From an optimization exercise on the open Yosys and OpenROAD flow, aimed at small area and a short achievable clock period; shortcuts taken in it are not production practice. Only simulation tests tie the RTL to the original design; equivalence was not proved. Power figures rest on the tool's default switching activity, not on a simulated workload.

<file path="config.mk">
export PLATFORM = sky130hd
export DESIGN_NAME = execute_alu_forward_unit
export DESIGN_NICKNAME = execute_alu_forward_unit
export VERILOG_FILES = /design/flow/design.v
export SDC_FILE = /design/flow/constraint.sdc
export NUM_CORES = 4
export LEC_CHECK = 0
export CAP_MARGIN = 20
export CORE_MARGIN = 2
export CORE_UTILIZATION = 40
export SLEW_MARGIN = 20
</file>
<file path="constraint.sdc">
create_clock -name core_clock -period 110.0 [get_ports {clk}]
set_input_delay 22.0000 -clock core_clock [delete_from_list [all_inputs] [get_ports {clk}]]
set_output_delay 22.0000 -clock core_clock [all_outputs]
set_load 0.01 [all_outputs]
</file>
<file path="design.v">
module exec_alu_front #(
    parameter K = 16
) (
    input  wire [31:0]  a,
    input  wire [31:0]  b,
    output wire [31:0]  x,       
    output wire [K-1:0] q        
);
    wire [32:0] nz;
    assign nz[32] = 1'b0;
    genvar w;
    generate
        for (w = 31; w >= 0; w = w - 1) begin : nzg
            assign nz[w] = nz[w+1] | b[w];
        end
    endgenerate
    wire [31:0] r [0:K];
    assign r[0] = 32'd0;
    genvar k;
    generate
        for (k = 1; k <= K; k = k + 1) begin : row
            wire [k-1:0] t;
            if (k == 1) begin : t1
                assign t = a[32-k];
            end else begin : tn
                assign t = {r[k-1][k-2:0], a[32-k]};
            end
            wire [k:0] d = {1'b0, t} - {1'b0, b[k-1:0]};
            wire       qb = ~d[k] & ~nz[k];
            assign q[K-k] = qb;
            assign r[k] = {{(32-k){1'b0}}, (qb ? d[k-1:0] : t)};
        end
    endgenerate
    assign x = {r[K][K-1:0], a[31-K:0]};
endmodule
module exec_alu #(
    parameter K = 16
) (
    input  wire [2:0]   op,
    input  wire [31:0]  x,       
    input  wire [31:0]  b,
    input  wire [K-1:0] qh,      
    output reg  [31:0]  value,
    output wire         fault
);
    localparam [2:0] OP_ADD  = 3'd0;
    localparam [2:0] OP_SUB  = 3'd1;
    localparam [2:0] OP_MULU = 3'd2;
    localparam [2:0] OP_DIVU = 3'd3;
    localparam [2:0] OP_REMU = 3'd4;
    wire b_zero = ~|b;
    wire [32:0] nz;
    assign nz[32] = 1'b0;
    genvar w;
    generate
        for (w = 31; w >= 0; w = w - 1) begin : nzg
            assign nz[w] = nz[w+1] | b[w];
        end
    endgenerate
    wire [31:0] r [K:32];
    assign r[K] = {{(32-K){1'b0}}, x[31:32-K]};
    wire [31-K:0] ql;
    genvar k;
    generate
        for (k = K + 1; k <= 32; k = k + 1) begin : row
            wire [k-1:0] t = {r[k-1][k-2:0], x[32-k]};
            wire [k:0]   d = {1'b0, t} - {1'b0, b[k-1:0]};
            wire         qb;
            if (k == 32) begin : last
                assign qb = ~d[k];
            end else begin : mid
                assign qb = ~d[k] & ~nz[k];
            end
            assign ql[32-k] = qb;
            if (k == 32) begin : r32
                assign r[k] = qb ? d[k-1:0] : t;
            end else begin : rn
                assign r[k] = {{(32-k){1'b0}}, (qb ? d[k-1:0] : t)};
            end
        end
    endgenerate
    wire        sub = op[0];
    wire [31:0] sum = x + (b ^ {32{sub}}) + {31'd0, sub};
    wire [31:0] prod = x * b;
    assign fault = b_zero & (op[2] | (op[1] & op[0]));
    always @(*) begin
        if (op[2])
            value = b_zero ? 32'd0 : r[32];
        else if (op[1] & op[0])
            value = b_zero ? 32'd0 : {qh, ql};
        else if (op[1])
            value = prod;
        else
            value = sum;
    end
endmodule
module execute_alu_forward_unit #(
    parameter XLEN  = 32,
    parameter PCW   = 32,
    parameter LANES = 2,
    parameter K     = 19
) (
    input  wire                  clk,
    input  wire                  rst,
    input  wire [LANES-1:0]      iss_valid,
    input  wire [LANES*3-1:0]    iss_op,
    input  wire [LANES*XLEN-1:0] iss_a,
    input  wire [LANES*XLEN-1:0] iss_b,
    input  wire [LANES*6-1:0]    iss_dest,
    input  wire [LANES*PCW-1:0]  iss_pc,
    output wire [LANES-1:0]      res_valid,
    output wire [LANES*PCW-1:0]  res_pc,
    output wire [LANES*6-1:0]    res_dest,
    output wire [LANES*XLEN-1:0] res_value,
    output wire [LANES-1:0]      res_fault,
    output wire [LANES-1:0]      res_wakeup
);
    reg [LANES-1:0]      lat_valid;
    reg [LANES*3-1:0]    lat_op;
    reg [LANES*XLEN-1:0] lat_x;
    reg [LANES*XLEN-1:0] lat_b;
    reg [LANES*K-1:0]    lat_q;
    reg [LANES*6-1:0]    lat_dest;
    reg [LANES*PCW-1:0]  lat_pc;
    wire [LANES*XLEN-1:0] nx;
    wire [LANES*K-1:0]    nq;
    genvar i;
    generate
        for (i = 0; i < LANES; i = i + 1) begin : front
            wire [XLEN-1:0] dx;
            wire [2:0]      op = iss_op[i*3 +: 3];
            exec_alu_front #(.K(K)) fr (
                .a(iss_a[i*XLEN +: XLEN]),
                .b(iss_b[i*XLEN +: XLEN]),
                .x(dx),
                .q(nq[i*K +: K])
            );
            assign nx[i*XLEN +: XLEN] = (op[2] | (op[1] & op[0])) ? dx : iss_a[i*XLEN +: XLEN];
        end
    endgenerate
    always @(posedge clk) begin
        if (rst) begin
            lat_valid <= {LANES{1'b0}};
        end else begin
            lat_valid <= iss_valid;
        end
        lat_op   <= iss_op;
        lat_x    <= nx;
        lat_b    <= iss_b;
        lat_q    <= nq;
        lat_dest <= iss_dest;
        lat_pc   <= iss_pc;
    end
    generate
        for (i = 0; i < LANES; i = i + 1) begin : lane
            wire [XLEN-1:0] value;
            wire            fault;
            exec_alu #(.K(K)) alu (
                .op   (lat_op[i*3 +: 3]),
                .x    (lat_x[i*XLEN +: XLEN]),
                .b    (lat_b[i*XLEN +: XLEN]),
                .qh   (lat_q[i*K +: K]),
                .value(value),
                .fault(fault)
            );
            assign res_valid[i]              = lat_valid[i];
            assign res_pc[i*PCW +: PCW]      = lat_pc[i*PCW +: PCW];
            assign res_dest[i*6 +: 6]        = lat_dest[i*6 +: 6];
            assign res_value[i*XLEN +: XLEN] = value;
            assign res_fault[i]              = lat_valid[i] & fault;
            assign res_wakeup[i]             = lat_valid[i] & ~fault;
        end
    endgenerate
endmodule
</file>
<file path="run.sh">
#!/bin/bash
# synth_recipe.tcl (not shown) runs the flow's synth.tcl, then flattens the netlist and writes it again
# the make line also repeats each setting of config.mk as NAME=value (left out here)
make -C /OpenROAD-flow-scripts/flow DESIGN_CONFIG=/design/flow/config.mk WORK_HOME=/design/flow/orfs CLKGATE_MAP_FILE= SYNTH_SCRIPT=/design/flow/synth_recipe.tcl finish
</file>
==> run notes <==
synth_stat cells (73+ instances only):
cell type	number	area share
nor2b_1	187	0.011
o21ai_0	782	0.037
o31ai_1	93	0.0067
a21o_1	425	0.030
o21a_1	327	0.023
a31oi_1	147	0.0088
or3_1	106	0.0063
clkbuf_1	356	0.013
nor3_1	273	0.013
inv_1	1604	0.057
mux2_2	145	0.016
or2_2	73	0.0044
ha_1	1404	0.17
a21oi_1	938	0.045
dfxtp_1	250	0.048
and3_1	115	0.0069
nand2b_1	187	0.011
fa_1	880	0.17
nand2_1	1653	0.059
nor2_1	1183	0.042
a211oi_1	142	0.010
nand3_1	225	0.011
xnor2_1	635	0.053
xor2_1	397	0.033
o21bai_1	117	0.0084
and2_1	165	0.0098
o211ai_1	100	0.0072
mux2i_1	85	0.0081
cells by family (layout without fill, tap and decap cells):
| kind of cell | count (synthesis) | after routing | share of synthesized area |
|---|---|---|---|
| adders and majority gates | 2284 | 2284 | 0.3353 |
| AOI/OAI and AO/OA | 3838 | 3838 | 0.2406 |
| DFF | 250 | 250 | 0.04770 |
| and+or+nand+nor | 4410 | 4410 | 0.1924 |
| muxes | 232 | 232 | 0.02395 |
| buffers and inverters | 2061 | 2325 | 0.07395 |
| xor gates and xnor gates | 1032 | 1032 | 0.08614 |
| other | 0 | 26 | 0 |
power breakdown:
part	total, mW	internal [mW]	switching [mW]
Sequential	0.0994	0.0953	0.00406
Combinational	3.97	1.56	2.41
Clock	0.142	0.0823	0.0595
Total	4.21	1.73	2.48
metal layers:
metal / vias up / global-route usage / part of all wire
met5: - / 0 / 0.000094
met4: 6 / 0.1172 / 0.046
met3: 776 / 0.05363 / 0.10
met2: 4832 / 0.4500 / 0.42
met1: 50410 / 0.4172 / 0.44
li1: 49400 / - / -
worst max path at each step:
stage          startpoint             to  slack, ps  cells past startpoint
2_1_floorplan    lat_b[1]  res_value[14]      49860                    160
3_3_place_gp    iss_b[61]      lat_x[57]      41660                    174
3_5_place_dp    iss_b[61]      lat_x[57]      41670                    174
4_1_cts         iss_b[61]      lat_x[57]      42210                    175
5_1_grt         iss_b[62]      lat_x[57]      37350                    177
6_report        iss_b[61]      lat_x[57]      41410                    177
registers in the layout, indices dropped and copies added (netlist names):
signal and count:
lat_q 38, lat_valid 2, lat_dest 12, lat_op 6, lat_x 64, lat_b 64, lat_pc 64
final cells by class:
class	instances	area [um2]
multi-input combinational	11800	92330
inverter	1621	6085
tap	3515	4398
fill	27140	146600
clock inverter	17	207.7
timing repair buffer	633	5650
clock buffer	54	1176
sequential	250	5015
antenna	26	65.06
stage by stage:
step	area, um2	std cells
final	114900	17910
after global routing	114900	17900
after CTS	114900	17890
after detailed placement	113500	17820
after global placement	113500	17820
after floorplan	104900	14110
layout by cell type, fill, tap and decap left out, types with 42 or more instances in the layout:
cell                n
a211o_1            50
a211oi_1          142
a21boi_0           72
a21o_1            425
a21oi_1           935
a31oi_1           145
and2_1            165
and3_1            115
buf_4             274
clkbuf_16          42
clkdlybuf4s50_1   359
dfxtp_1           242
fa_1              880
ha_1             1404
inv_1            1602
mux2_2            145
mux2i_1            85
nand2_1          1653
nand2b_1          187
nand3_1           225
nor2_1           1180
nor2b_1           187
nor3_1            271
nor4_1             49
o211ai_1          100
o21a_1            327
o21ai_0           778
o21bai_1          117
o22ai_1            43
o31a_1             50
o31ai_1            91
or2_2              73
or3_1             106
xnor2_1           635
xor2_1            397
==> results.sh <==
export IMPL_place_gp_congestion=0.9838
export IMPL_clockBufferDepth=3
export IMPL_holdPathStages=1
export IMPL_p_leak_nw=54.40
export IMPL_fin_crit_sh=0.6235
export IMPL_whs_endpoint="lat_pc[13]"
export IMPL_cts_hold_buf=0
export IMPL_rsz0062_at_grt="no"
export IMPL_vdd_ir_drop_worst_mv=0.1442
export IMPL_slew_violations=0
export IMPL_die_height_um=516.2
export IMPL_drt_iter0_drc=10360
export IMPL_path_delay_family="compound AO/OA/AOI/OAI gates"
export IMPL_postRouteAntennaNets=0
export IMPL_synth_edf_count=0
export IMPL_power_density_mw_per_mm2=36.63
export IMPL_crit_type="in -> reg"
export IMPL_syn_area_mm2=0.1049
export IMPL_port_buffers=359
export IMPL_yosysSeqAreaShare=0.04770
export IMPL_final_util=0.4394
export IMPL_hp_class="in -> reg"
export IMPL_clock_sinks=250
export IMPL_cts_root_buf="clkbuf_16"
export IMPL_core_mm2=0.2616
export IMPL_critPathCaptureType="register"
export IMPL_synthCells=14110
export IMPL_drt_wl_total_um=406400
export IMPL_rows=188
export IMPL_path_common_cell="o21ai_0"
export IMPL_drc=0
export IMPL_dp_hpwl_um=317200
export IMPL_required_ps=110510
export IMPL_critPathLaunchType="input pin"
export IMPL_grt_pass1_wl_um=612400
export IMPL_cts_buffers=40
export IMPL_synth_nets=16610
export IMPL_timing_slew_headroom=0.2102
export IMPL_min_period_ps=68590
export IMPL_grt_ovfl_total=0
export IMPL_power_total_mw=4.209
export IMPL_critPathMaxFanout=24
export IMPL_postCtsSetupRepairBufs=0
export IMPL_finalSetupTns_ps=0
export IMPL_io_pin_count=360
export IMPL_final_setup_viol_count=0
export IMPL_cts_resized=0
export IMPL_cp_slowest_cell="nor4_2"
export IMPL_htreeDepth=2
export IMPL_worst_slack_ps=41410
export IMPL_clk_pin_slew_ps=60
export IMPL_clock_fmax_mhz=14.58
export IMPL_slowest_delay_ps=940
export IMPL_area_growth_pct=9.521
export IMPL_drv_cap=0
export IMPL_path_buf_inv=19
export IMPL_ys_ff_latch=250
export IMPL_cts_tree="built"
export IMPL_final_net_count=16840
export IMPL_hold_start="iss_pc[13]"
export IMPL_avgSynthCellArea_um2=7.438
export IMPL_first_pass_iters=9
export IMPL_die_w_um=516.2
export IMPL_via_per_inst=5.886
export IMPL_dieArea_mm2=0.2664
export IMPL_routedWlPerCell_um=22.69
export IMPL_whs_ps=21730
export IMPL_grt_pass1_vias=99730
export IMPL_grt_max_degree=55
export IMPL_grt_antenna_before_repair=12
export IMPL_cp_arrival_ps=69100
export IMPL_vias=105400
export IMPL_finalHoldViolations=0
export IMPL_dp_slack_ps=41670
export IMPL_worst_pin_slew_ps=1172
export IMPL_ys_async_sr_fraction=0
export IMPL_drive_above_1_share=0.04892
export IMPL_synth_distinct_cells=100
export IMPL_track_usage=0.2979
export IMPL_ys_warn_count=3
export IMPL_status="finished clean"
export IMPL_synth_ff_type="dfxtp_1"
export IMPL_start_util=0.4012

[re-timing with driven ports]
How much do the figures lean on ideal ports? The routed layout below was timed once more, with nothing changed but the port constraints.
Step 1 (the two cells are an assumption about what drives the block):
set clk [get_ports {clk}]
set_driving_cell -lib_cell sky130_fd_sc_hd__clkbuf_16 $clk
set_driving_cell -lib_cell sky130_fd_sc_hd__buf_2 [delete_from_list [all_inputs] $clk]
Step 2, shift: input delay + t, output delay - t, t = (earliest + latest rising clock arrival at the registers) / 2. This alone moves slack from input paths to output paths.
Slacks: ideal ports / drivers / drivers and shift; pairs: ideal ports / drivers.
shift t [ns]: 0.778
setup WS [ns]: 41.411 / 41.394 / 40.697
latest minus earliest clock arrival (ns): 0.055 / 0.055
cell pins on the clock port's net: 1
After both steps setup and hold are still met in this run. For this run, drivers alone change the setup slack by -0.017 ns; drivers and shift together by -0.714 ns.
